From an optimization exercise on the open Yosys and OpenROAD flow, aimed at small area, a short achievable clock period and few clock cycles; shortcuts taken in it are not production practice. At most, simulation tests tie the RTL to the original design; equivalence was not proved. Power is estimated from default activity; no workload was simulated.

==> flow/design.v <==
module i2b_lutgen (
    input  wire        clk,
    input  wire        rst,         
    input  wire        start,       
    input  wire [15:0] amount,      
    output reg         busy,
    output reg         out_valid,
    output reg  [7:0]  out_idx,
    output reg  [7:0]  out_val
);
    reg         idle, s1, s2, s3, div, fix, fix2, k0, wa, wb;
    reg         dl;        
    reg         stp;       
    reg         dvs;       
    reg         dvf;       
    reg         szc;       
    reg  [2:0]  cnt;       
    reg  [24:0] R;         
    reg         nsg;       
    reg  [7:0]  F;         
    reg  [23:0] Z;         
    reg  [23:0] Y;         
    reg  [7:0]  qk;        
    reg         sat;       
    reg         big;       
    reg         dsg;       
    wire        go   = idle & start & ~busy;
    wire        neg  = nsg;
    wire        step = stp;
    wire        sy   = s1 | (stp & neg);
    wire        sz   = szc | (s3 & dsg) | (dvs & ~neg);
    wire        snz  = (s3 & ~dsg) | (dvf & neg);          
    wire [25:0] OP   = ({26{sy}}  & {2'b00, Y})
                     | ({26{sz}}  & {2'b11, Z})
                     | ({26{snz}} & {2'b00, ~Z});
    wire [25:0] sum  = {R[24], R} + OP + {25'd0, s3 | (dvf & neg) | (s2 & ~dsg)};
    wire [7:0]  Q    = fix2 ? {{7{~dsg}}, 1'b1} : qk;
    wire [8:0]  Fs   = {F[7], F} + {Q[7], Q} + {8'd0, step & ~neg};
    wire        ovf  = ~Fs[8] & Fs[7];
    wire signed [15:0] a = R[15:0];
    wire        big_n = (a >= 16'sd255) && (a <= 16'sd263);
    wire [16:0] g     = sum[16:0] ^ {17{dsg}};
    wire [7:0]  idx_n = ~out_idx + {7'd0, wb};
    wire        pos   = wb ^ dsg;
    wire        S     = sat | big;
    wire        nz    = (R != {1'b1, Z});
    wire [7:0]  vpos  = {~F[7], F[6:0]};
    wire [7:0]  vneg  = (~F + {7'd0, ~nz}) ^ 8'h80;
    wire [7:0]  val   = pos ? (S ? 8'd255 : vpos) : (S ? 8'd0 : vneg);
    wire        last  = wa & (out_idx == 8'd255);      
    always @(posedge clk) begin
        if (rst) begin
            idle <= 1'b1;
            s1 <= 1'b0; s2 <= 1'b0; s3 <= 1'b0; div <= 1'b0; fix <= 1'b0;
            fix2 <= 1'b0; k0 <= 1'b0; wa <= 1'b0; wb <= 1'b0;
            busy <= 1'b0; out_valid <= 1'b0;
        end else begin
            idle      <= (idle & ~go) | last;
            s1        <= go;
            s2        <= s1;
            s3        <= s2;
            div       <= s3 | (div & ~dl);
            fix       <= dl;
            fix2      <= fix;
            k0        <= fix2;
            wa        <= k0 | wb;
            wb        <= wa & ~last;
            busy      <= go | (~idle & ~last) | last;
            out_valid <= k0 | wa | wb;
        end
        stp <= ~rst & (fix2 | (wa & ~last));
        dvs <= ~rst & (s3 | (div & ~dl) | fix2 | (wa & ~last));
        dvf <= ~rst & (s3 | div);
        szc <= ~rst & (s1 | fix);
    end
    always @(posedge clk) begin
        cnt     <= div ? cnt + 3'd1 : 3'd0;
        dl      <= div & (cnt == 3'd5);
        out_idx <= (wa | wb) ? idx_n : 8'd128;
        out_val <= (wa | wb) ? val : 8'd128;
        R       <= idle ? {{9{amount[15]}}, amount}
                 : s2   ? {g, 8'h00}
                 : s3   ? {12'd0, Y[16:4]}                   
                 : (div & ~dl) ? {sum[23:0], F[6]}
                 : sum[24:0];
        nsg     <= ~s3 & sum[24];
        if (s3)        F <= {1'b0, Y[3:0], 3'b100};         
        else if (div | fix) F <= {1'b0, F[5:0], ~nsg};   
        else if (fix2) F <= 8'd0;
        else if (step) F <= Fs[7:0];
        if (fix2)      sat <= 1'b0;
        else if (step) sat <= sat | ovf;
        if (fix2)      qk  <= Fs[7:0];
        if (idle) begin
            Y   <= 24'd33022;
            Z   <= 24'hff7dfe;            
            dsg <= ($signed(amount) > 16'sd259);
        end
        if (s1) begin
            Y   <= {7'd0, sum[16:0]};     
            big <= big_n;
        end
        if (s2) Z <= sum[23:0];           
        if (s3) Z <= sum[23:0];           
        if (fix)  Y <= sum[23:0];         
        if (fix2) Z <= sum[23:0];         
    end
endmodule
clock: 10.0 ns
lec_check: 0
cap_margin: 20
core_margin: 2
core_utilization: 65
place_density: 0.8
slew_margin: 20
standard.sh (not shown) runs the stock make flow with config.mk's settings and CLKGATE_MAP_FILE= SYNTH_SCRIPT=/design/flow/synth_recipe.tcl, a recipe that flattens the netlist after the stock synthesis.
==> flow/flow/run.sh <==
#!/bin/bash
set -o pipefail
export SETUP_SLACK_MARGIN=6
bash standard.sh > standard.log 2>&1
Edit:
==> flow/design.v (replaced) <==
module i2b_lutgen (
    input  wire        clk,
    input  wire        rst,         
    input  wire        start,       
    input  wire [15:0] amount,      
    output reg         busy,
    output reg         out_valid,
    output reg  [7:0]  out_idx,
    output reg  [7:0]  out_val
);
    reg         idle, s1, s2, s3, div, fix, fix2, k0, wa, wb;
    reg         dl;        
    reg         stp;       
    reg         dvs;       
    reg         dvf;       
    reg         s23;       
    reg  [2:0]  cnt;       
    reg  [24:0] R;         
    reg  [7:0]  F;         
    reg  [23:0] Z;         
    reg  [23:0] Y;         
    reg  [7:0]  qk;        
    reg         sat;       
    reg         big;       
    reg         dsg;       
    wire        go   = idle & start & ~busy;
    wire        neg  = R[24];
    wire        step = stp;
    wire        sy   = s1 | (stp & neg);
    wire        sz   = s23 | fix2 | (dvs & ~neg);
    wire        snz  = dvf & neg;                          
    wire [24:0] X    = div ? {R[23:0], F[6]} : R;
    wire [25:0] OP   = ({26{sy}}  & {2'b00, Y})
                     | ({26{sz}}  & {2'b11, Z})
                     | ({26{snz}} & {2'b00, ~Z});
    wire [25:0] sum  = {X[24], X} + OP + {25'd0, snz | (s2 & ~dsg)};
    wire [7:0]  Q    = fix ? {{7{~dsg}}, 1'b1} : qk;
    wire [8:0]  Fs   = {F[7], F} + {Q[7], Q} + {8'd0, step & ~neg};
    wire        ovf  = ~Fs[8] & Fs[7];
    wire signed [15:0] a = R[15:0];
    wire        big_n = (a >= 16'sd255) && (a <= 16'sd263);
    wire [16:0] g     = sum[16:0] ^ {17{dsg}};
    wire [7:0]  idx_n = ~out_idx + {7'd0, wb};
    wire        pos   = wb ^ dsg;
    wire        S     = sat | big;
    wire        nz    = (R != {1'b1, Z});
    wire [7:0]  vpos  = {~F[7], F[6:0]};
    wire [7:0]  vneg  = (~F + {7'd0, ~nz}) ^ 8'h80;
    wire [7:0]  val   = pos ? (S ? 8'd255 : vpos) : (S ? 8'd0 : vneg);
    wire        last  = wa & (out_idx == 8'd255);      
    always @(posedge clk) begin
        if (rst) begin
            idle <= 1'b1;
            s1 <= 1'b0; s2 <= 1'b0; s3 <= 1'b0; div <= 1'b0; fix <= 1'b0;
            k0 <= 1'b0; wa <= 1'b0; wb <= 1'b0;
            busy <= 1'b0; out_valid <= 1'b0;
        end else begin
            idle      <= (idle & ~go) | last;
            s1        <= go;
            s2        <= s1;
            s3        <= s2;
            div       <= s3 | (div & ~dl);
            fix       <= dl;
            fix2      <= fix;
            k0        <= fix2;
            wa        <= k0 | wb;
            wb        <= wa & ~last;
            busy      <= go | (~idle & ~last) | last;
            out_valid <= k0 | wa | wb;
        end
        stp <= ~rst & (fix2 | (wa & ~last));
        dvs <= ~rst & (s3 | (div & ~dl) | fix2 | (wa & ~last));
        dvf <= ~rst & (s3 | div);
        s23 <= ~rst & (s1 | s2);
    end
    always @(posedge clk) begin
        cnt     <= div ? cnt + 3'd1 : 3'd0;
        dl      <= div & (cnt == 3'd5);
        out_idx <= (wa | wb) ? idx_n : 8'd128;
        out_val <= (wa | wb) ? val : 8'd128;
        R       <= idle ? {{9{amount[15]}}, amount}
                 : s2   ? {g, 8'h01}
                 : s3   ? {13'd0, Y[16:5]}                   
                 : sum[24:0];
        if (s3)        F <= {1'b0, Y[4:0], 2'b10};          
        else if (div)  F <= {1'b0, F[5:0], ~sum[24]};
        else if (fix2) F <= 8'd0;
        else if (step) F <= Fs[7:0];
        if (fix2)      sat <= 1'b0;
        else if (step) sat <= sat | ovf;
        if (fix)       qk  <= Fs[7:0];
        if (idle) begin
            Y   <= 24'd33022;
            Z   <= 24'hff7dfe;            
            dsg <= ($signed(amount) > 16'sd259);
        end
        if (s1) begin
            Y   <= sum[23:0];             
            big <= big_n;
        end
        if (s2) Z <= {{7{~g[16]}}, ~g};
        if (s3) Z <= sum[23:0];           
        if (fix2) begin
            Y <= R[23:0];                 
            Z <= sum[23:0];               
        end
    end
endmodule
Effect: Fmax increases by 0.33%; sequential share of layout area fell by 1.4 points; count of clock-buffer cells in the layout rises by 6; design area went up by 4.0%; via count went up by about 10%; cell count rises by 2.7%.
Function was not checked in any run of this note: the RTL went through the layout flow alone.

---

## job 101
i2b_lutgen, a different RTL version from the one above (not shown whole).
Size: ~1000 cells after synthesis, about 120 flip-flops, ~37 I/O pins, about 8900 um2 of cells after synthesis.
==> module i2b_lutgen, before the edit <==
module i2b_lutgen (
    input  wire        clk,
    input  wire        rst,         
    input  wire        start,       
    input  wire [15:0] amount,      
    output reg         busy,
    output reg         out_valid,
    output reg  [7:0]  out_idx,
    output reg  [7:0]  out_val
);
    reg         s1, s2, div, fix, walk;
    reg         restart;   
    reg         last;      
    reg         div_end;   
    reg  [23:0] R;         
    reg  [7:0]  F;         
    reg  [23:0] Z;         
    reg  [23:0] Y;         
    reg  [7:0]  qk;        
    reg         sat;       
    reg         big;       
    reg         dsg;       
    wire        idle = ~(s1 | s2 | div | fix | walk);
    wire        go   = idle & start & ~busy;
    wire [24:0] X  = div ? {R, F[6]} : (restart ? 25'd0 : {1'b0, R});
    wire [25:0] t  = {1'b0, X} + {2'b11, Z} + {25'd0, s1 & ~dsg};
    wire [24:0] s  = X + {1'b0, Y};
    wire        cy = ~t[25];
    wire [23:0] Rn = cy ? t[23:0] : s[23:0];
    wire [7:0]  Fx = div ? {1'b0, F[5:0], 1'b0} : (restart ? 8'd0 : F);
    wire [7:0]  Q  = qk | (fix ? {{7{~dsg}}, 1'b1} : 8'd0);
    wire [8:0]  Fa = {Fx[7], Fx} + {Q[7], Q};
    wire [8:0]  Fb = {Fx[7], Fx} + {Q[7], Q} + 9'd1;
    wire [8:0]  Fs = cy ? Fb : Fa;                    
    wire        ovf  = ~Fs[8] & Fs[7];
    wire signed [15:0] a = R[15:0];
    wire        big_n = (a >= 16'sd255) && (a <= 16'sd263);
    wire [16:0] g     = t[16:0] ^ {17{dsg}};            
    wire [7:0]  idx_n = out_idx[7] ? ((out_idx == 8'd255) ? 8'd127 : out_idx + 8'd1)
                                   : out_idx - 8'd1;
    wire        pos   = idx_n[7] ^ dsg;
    wire        S     = sat | big;
    wire        nz    = |R;
    wire [7:0]  vpos  = {~F[7], F[6:0]};
    wire [7:0]  vneg  = (~F + {7'd0, ~nz}) ^ 8'h80;
    wire [7:0]  val   = pos ? (S ? 8'd255 : vpos) : (S ? 8'd0 : vneg);
    wire        walk_n = (walk & ~last) | fix;
    wire        div_n  = s2 | (div & ~div_end);
    always @(posedge clk) begin
        if (rst) begin
            s1 <= 1'b0; s2 <= 1'b0; div <= 1'b0; fix <= 1'b0; walk <= 1'b0;
            busy <= 1'b0; out_valid <= 1'b0;
        end else begin
            s1        <= go;
            s2        <= s1;
            div       <= div_n;
            fix       <= div & div_end;
            walk      <= walk_n;
            busy      <= go | s1 | s2 | div | fix | walk;
            out_valid <= go | walk;
        end
    end
    always @(posedge clk) begin
        out_idx <= (s1 | s2 | div | walk) ? idx_n : 8'd128;
        out_val <= walk ? val : 8'd128;
        restart <= walk_n & walk & (idx_n == 8'd254);
        last    <= walk_n & walk & (idx_n == 8'd1);
        div_end <= div_n & (idx_n == 8'd136);
        sat     <= walk & ((sat & ~restart) | ovf);
        R       <= idle ? {{8{amount[15]}}, amount}
                 : s1   ? {g[15:0], 8'h01}
                 : s2   ? {12'd0, Y[16:5]}
                 : Rn;
        F       <= s2 ? {1'b0, Y[4:0], 2'b10} : Fs[7:0];
        if (idle) begin
            Z  <= 24'hFFFEFC;             
            Y  <= 24'd33022;
            qk <= 8'd0;
            dsg <= ($signed(amount) > 16'sd259);
        end
        if (s1) begin
            Z   <= {{7{~g[16]}}, ~g};
            Y   <= s[23:0];
            big <= big_n;
        end
        if (s2) begin
            Z <= t[23:0];                 
            Y <= 24'd0;
        end
        if (fix) begin
            Y  <= R;
            Z  <= t[23:0];
            qk <= Fs[7:0];
        end
    end
endmodule
==> flow/config.mk <==
export PLATFORM = sky130hd
export DESIGN_NAME = i2b_lutgen
export DESIGN_NICKNAME = i2b_lutgen
export VERILOG_FILES = /design/flow/design.v
export SDC_FILE = /design/flow/constraint.sdc
export NUM_CORES = 4
export LEC_CHECK = 0
export CAP_MARGIN = 20
export CORE_MARGIN = 2
export CORE_UTILIZATION = 40
export PLACE_DENSITY = 0.6
export SETUP_SLACK_MARGIN = 5
export SLEW_MARGIN = 20
==> flow/constraint.sdc <==
create_clock -name core_clock -period 10.0 [get_ports {clk}]
set_input_delay 2.0000 -clock core_clock [delete_from_list [all_inputs] [get_ports {clk}]]
set_output_delay 2.0000 -clock core_clock [all_outputs]
set_load 0.01 [all_outputs]
run.sh (not shown) runs the stock make flow with config.mk's settings and CLKGATE_MAP_FILE= SYNTH_SCRIPT=/design/flow/synth_recipe.tcl, a recipe that flattens the netlist after the stock synthesis.
Stock flow here: none of the scripts above is used.
Testbench counts of job 101, summed over its fixed seeds: cycles 25,632.
Setup changes, job 101 to job 102
--- a/flow/design.v
+++ b/flow/design.v
@@ -26,15 +26,13 @@
     wire [25:0] t  = {1'b0, X} + {2'b11, Z} + {25'd0, s1 & ~dsg};
     wire [24:0] s  = X + {1'b0, Y};
     wire        cy = ~t[25];
     wire [23:0] Rn = cy ? t[23:0] : s[23:0];
     wire [7:0]  Fx = div ? {1'b0, F[5:0], 1'b0} : (restart ? 8'd0 : F);
     wire [7:0]  Q  = qk | (fix ? {{7{~dsg}}, 1'b1} : 8'd0);
-    wire [8:0]  Fa = {Fx[7], Fx} + {Q[7], Q};
-    wire [8:0]  Fb = {Fx[7], Fx} + {Q[7], Q} + 9'd1;
-    wire [8:0]  Fs = cy ? Fb : Fa;                    
+    wire [8:0]  Fs = {Fx[7], Fx} + {Q[7], Q} + {8'd0, cy};
     wire        ovf  = ~Fs[8] & Fs[7];
     wire signed [15:0] a = R[15:0];
     wire        big_n = (a >= 16'sd255) && (a <= 16'sd263);
     wire [16:0] g     = t[16:0] ^ {17{dsg}};            
     wire [7:0]  idx_n = out_idx[7] ? ((out_idx == 8'd255) ? 8'd127 : out_idx + 8'd1)
                                    : out_idx - 8'd1;
Findings:
- R[10]$_DFF_P_ as the end point of the critical path was reported by job 101, and sat$_DFF_P_ by job 102.
- In the reports for job 101 and job 102, the smaller number of instances resized during post-cts repair belongs to job 101.
- Looking at leading cell type in the layout, fill and taps excluded, the nor2_1 result is from job 102; the nand2_1 one comes from job 101.
- Job 101 → job 102: synthesized cell count has decreased, sequential area share after synthesis has increased, clock power has decreased, combinational power has increased.
- Relative to job 101, the leakage power measured on job 102 has increased slightly.
- Worst-path cell with the longest stage delay = nor2_1: job 101; worst-path cell with the longest stage delay = dfxtp_4: job 102
- Note that the peak ir drop on the vdd network recorded for job 102 amounts to 1.3 times the value seen in job 101.
- Job 101 -> job 102: post-synthesis cell area decreased slightly
For job 102, only the layout was checked, not whether the RTL still works.

---

## run a
Another version of the RTL of i2b_lutgen (not shown whole).
Size in the first run: about 840 cells after synthesis, ~8100 µm² of cells after synthesis.
==> module i2b_lutgen, before the edit <==
module i2b_lutgen (
    input  wire        clk,
    input  wire        rst,         
    input  wire        start,       
    input  wire [15:0] amount,      
    output reg         busy,
    output reg         out_valid,
    output reg  [7:0]  out_idx,
    output reg  [7:0]  out_val
);
    reg         idle, s1, s2, s3, div, fix, fix2, k0, wa, wb;
    reg         dl;        
    reg         stp;       
    reg         dvs;       
    reg         dvf;       
    reg         s23;       
    reg  [2:0]  cnt;       
    reg  [24:0] R;         
    reg  [7:0]  F;         
    reg  [23:0] Z;         
    reg  [23:0] Y;         
    reg  [7:0]  qk;        
    reg         sat;       
    reg         big;       
    reg         dsg;       
    wire        go   = idle & start & ~busy;
    wire        neg  = R[24];
    wire        step = stp;
    wire        sy   = s1 | (stp & neg);
    wire        sz   = s23 | fix2 | (dvs & ~neg);
    wire        snz  = dvf & neg;                          
    wire [24:0] X    = div ? {R[23:0], F[6]} : R;
    wire [25:0] OP   = ({26{sy}}  & {2'b00, Y})
                     | ({26{sz}}  & {2'b11, Z})
                     | ({26{snz}} & {2'b00, ~Z});
    wire [25:0] sum  = {X[24], X} + OP + {25'd0, snz | (s2 & ~dsg)};
    wire [7:0]  Q    = fix ? {{7{~dsg}}, 1'b1} : qk;
    wire [8:0]  Fs   = {F[7], F} + {Q[7], Q} + {8'd0, step & ~neg};
    wire        ovf  = ~Fs[8] & Fs[7];
    wire signed [15:0] a = R[15:0];
    wire        big_n = (a >= 16'sd255) && (a <= 16'sd263);
    wire [16:0] g     = sum[16:0] ^ {17{dsg}};
    wire [7:0]  idx_n = ~out_idx + {7'd0, wb};
    wire        pos   = wb ^ dsg;
    wire        S     = sat | big;
    wire        nz    = (R != {1'b1, Z});
    wire [7:0]  vpos  = {~F[7], F[6:0]};
    wire [7:0]  vneg  = (~F + {7'd0, ~nz}) ^ 8'h80;
    wire [7:0]  val   = pos ? (S ? 8'd255 : vpos) : (S ? 8'd0 : vneg);
    wire        last  = wa & (out_idx == 8'd255);      
    always @(posedge clk) begin
        if (rst) begin
            idle <= 1'b1;
            s1 <= 1'b0; s2 <= 1'b0; s3 <= 1'b0; div <= 1'b0; fix <= 1'b0;
            fix2 <= 1'b0; k0 <= 1'b0; wa <= 1'b0; wb <= 1'b0;
            busy <= 1'b0; out_valid <= 1'b0;
        end else begin
            idle      <= (idle & ~go) | last;
            s1        <= go;
            s2        <= s1;
            s3        <= s2;
            div       <= s3 | (div & ~dl);
            fix       <= dl;
            fix2      <= fix;
            k0        <= fix2;
            wa        <= k0 | wb;
            wb        <= wa & ~last;
            busy      <= go | (~idle & ~last) | last;
            out_valid <= k0 | wa | wb;
        end
        stp <= ~rst & (fix2 | (wa & ~last));
        dvs <= ~rst & (s3 | (div & ~dl) | fix2 | (wa & ~last));
        dvf <= ~rst & (s3 | div);
        s23 <= ~rst & (s1 | s2);
    end
    always @(posedge clk) begin
        cnt     <= div ? cnt + 3'd1 : 3'd0;
        dl      <= div & (cnt == 3'd5);
        out_idx <= (wa | wb) ? idx_n : 8'd128;
        out_val <= (wa | wb) ? val : 8'd128;
        R       <= idle ? {{9{amount[15]}}, amount}
                 : s2   ? {g, 8'h01}
                 : s3   ? {13'd0, Y[16:5]}                   
                 : sum[24:0];
        if (s3)        F <= {1'b0, Y[4:0], 2'b10};          
        else if (div)  F <= {1'b0, F[5:0], ~sum[24]};
        else if (fix2) F <= 8'd0;
        else if (step) F <= Fs[7:0];
        if (fix2)      sat <= 1'b0;
        else if (step) sat <= sat | ovf;
        if (fix)       qk  <= Fs[7:0];
        if (idle) begin
            Y   <= 24'd33022;
            Z   <= 24'hff7dfe;            
            dsg <= ($signed(amount) > 16'sd259);
        end
        if (s1) begin
            Y   <= sum[23:0];             
            big <= big_n;
        end
        if (s2) Z <= {{7{~g[16]}}, ~g};
        if (s3) Z <= sum[23:0];           
        if (fix2) begin
            Y <= R[23:0];                 
            Z <= sum[23:0];               
        end
    end
endmodule
Settings: LEC_CHECK=0, CAP_MARGIN=20, CORE_MARGIN=2, CORE_UTILIZATION=65, PLACE_DENSITY=0.8, SLEW_MARGIN=20; clock period 10.0 ns.
standard.sh (not shown) runs the stock make flow with config.mk's settings and CLKGATE_MAP_FILE= SYNTH_SCRIPT=/design/flow/synth_recipe.tcl, a recipe that flattens the netlist after the stock synthesis.
Scripts as last shown in full above: flow/flow/run.sh
Testbench counts of run a, summed over its fixed seeds: cycles 25,920.
> inputs changed (run a -> run b)
--- a/flow/design.v
+++ b/flow/design.v
@@ -14,5 +14,5 @@
     reg         dvs;       
     reg         dvf;       
-    reg         s23;       
+    reg         szc;       
     reg  [2:0]  cnt;       
     reg  [24:0] R;         
@@ -28,11 +28,11 @@
     wire        step = stp;
     wire        sy   = s1 | (stp & neg);
-    wire        sz   = s23 | fix2 | (dvs & ~neg);
-    wire        snz  = dvf & neg;                          
+    wire        sz   = szc | (s3 & dsg) | (dvs & ~neg);
+    wire        snz  = (s3 & ~dsg) | (dvf & neg);          
     wire [24:0] X    = div ? {R[23:0], F[6]} : R;
     wire [25:0] OP   = ({26{sy}}  & {2'b00, Y})
                      | ({26{sz}}  & {2'b11, Z})
                      | ({26{snz}} & {2'b00, ~Z});
-    wire [25:0] sum  = {X[24], X} + OP + {25'd0, snz | (s2 & ~dsg)};
+    wire [25:0] sum  = {X[24], X} + OP + {25'd0, s3 | (dvf & neg) | (s2 & ~dsg)};
     wire [7:0]  Q    = fix ? {{7{~dsg}}, 1'b1} : qk;
     wire [8:0]  Fs   = {F[7], F} + {Q[7], Q} + {8'd0, step & ~neg};
@@ -72,5 +72,5 @@
         dvs <= ~rst & (s3 | (div & ~dl) | fix2 | (wa & ~last));
         dvf <= ~rst & (s3 | div);
-        s23 <= ~rst & (s1 | s2);
+        szc <= ~rst & (s1 | fix);
     end
     always @(posedge clk) begin
@@ -80,5 +80,5 @@
         out_val <= (wa | wb) ? val : 8'd128;
         R       <= idle ? {{9{amount[15]}}, amount}
-                 : s2   ? {g, 8'h01}
+                 : s2   ? {g, 8'h00}
                  : s3   ? {13'd0, Y[16:5]}                   
                  : sum[24:0];
@@ -96,8 +96,8 @@
         end
         if (s1) begin
-            Y   <= sum[23:0];             
+            Y   <= {7'd0, sum[16:0]};     
             big <= big_n;
         end
-        if (s2) Z <= {{7{~g[16]}}, ~g};
+        if (s2) Z <= sum[23:0];           
         if (s3) Z <= sum[23:0];           
         if (fix2) begin
[summary]
- The commonest non-fill, non-tap cell in the layout comes out sky130_fd_sc_hd__o21ai_0 in one run and sky130_fd_sc_hd__nor2_1 in the other, namely in run a and run b respectively.
- | post-placement cell area | higher: run a |
- Relative to run a, number of buffers added for setup after CTS increased by 1 in run b.
- The share of synthesized cell area in full adder, half adder and majority cells number comes out lower for run a vs run b.
- Run b: relative contribution of the clock network to total power is 3.5 points higher than what run a reported.
- Run b finished every step from synthesis to the final layout, and the layout passed the timing, DRC and antenna checks.
- Of run b and run a, the run reporting the higher global-route met3 utilization was run b.
Testbench counts of run b, summed over its fixed seeds: cycles 25,920.

port drivers added, routing unchanged:
The results above use ideal ports. As a check the final layouts listed here were re-extracted and re-timed, cells and wires unchanged.
Step 1 assumes that a clkbuf_16 drives the clock port and a buf_2 every other input.
Step 2 adds t to the input delays and takes it off the output delays; t is the mean of the earliest and latest rising clock arrival at the registers after step 1. Input paths then give back, and output paths get back, about the clock's delay inside the block.
Three values: ideal ports, drivers, drivers and shift; two values: the first two.
run	shift t [ns]	setup WS [ns]	worst data-port slew with drivers (ns)
the first run of note 1	0.470	6.089 / 6.089 / 6.089	0.04
the second run of note 1	0.468	6.102 / 6.102 / 5.797	0.05
job 101	0.475	5.534 / 5.534 / 5.534	0.04
job 102	0.469	5.165 / 5.165 / 5.165	0.04
run a	0.465	6.146 / 6.146 / 6.118	0.04
run b	0.463	6.178 / 6.178 / 6.178	0.03
After both steps setup and hold are still met in every run listed. For the second run of note 1, which loses most, drivers alone change the setup slack by 0.000 ns; drivers and shift together by -0.305 ns.
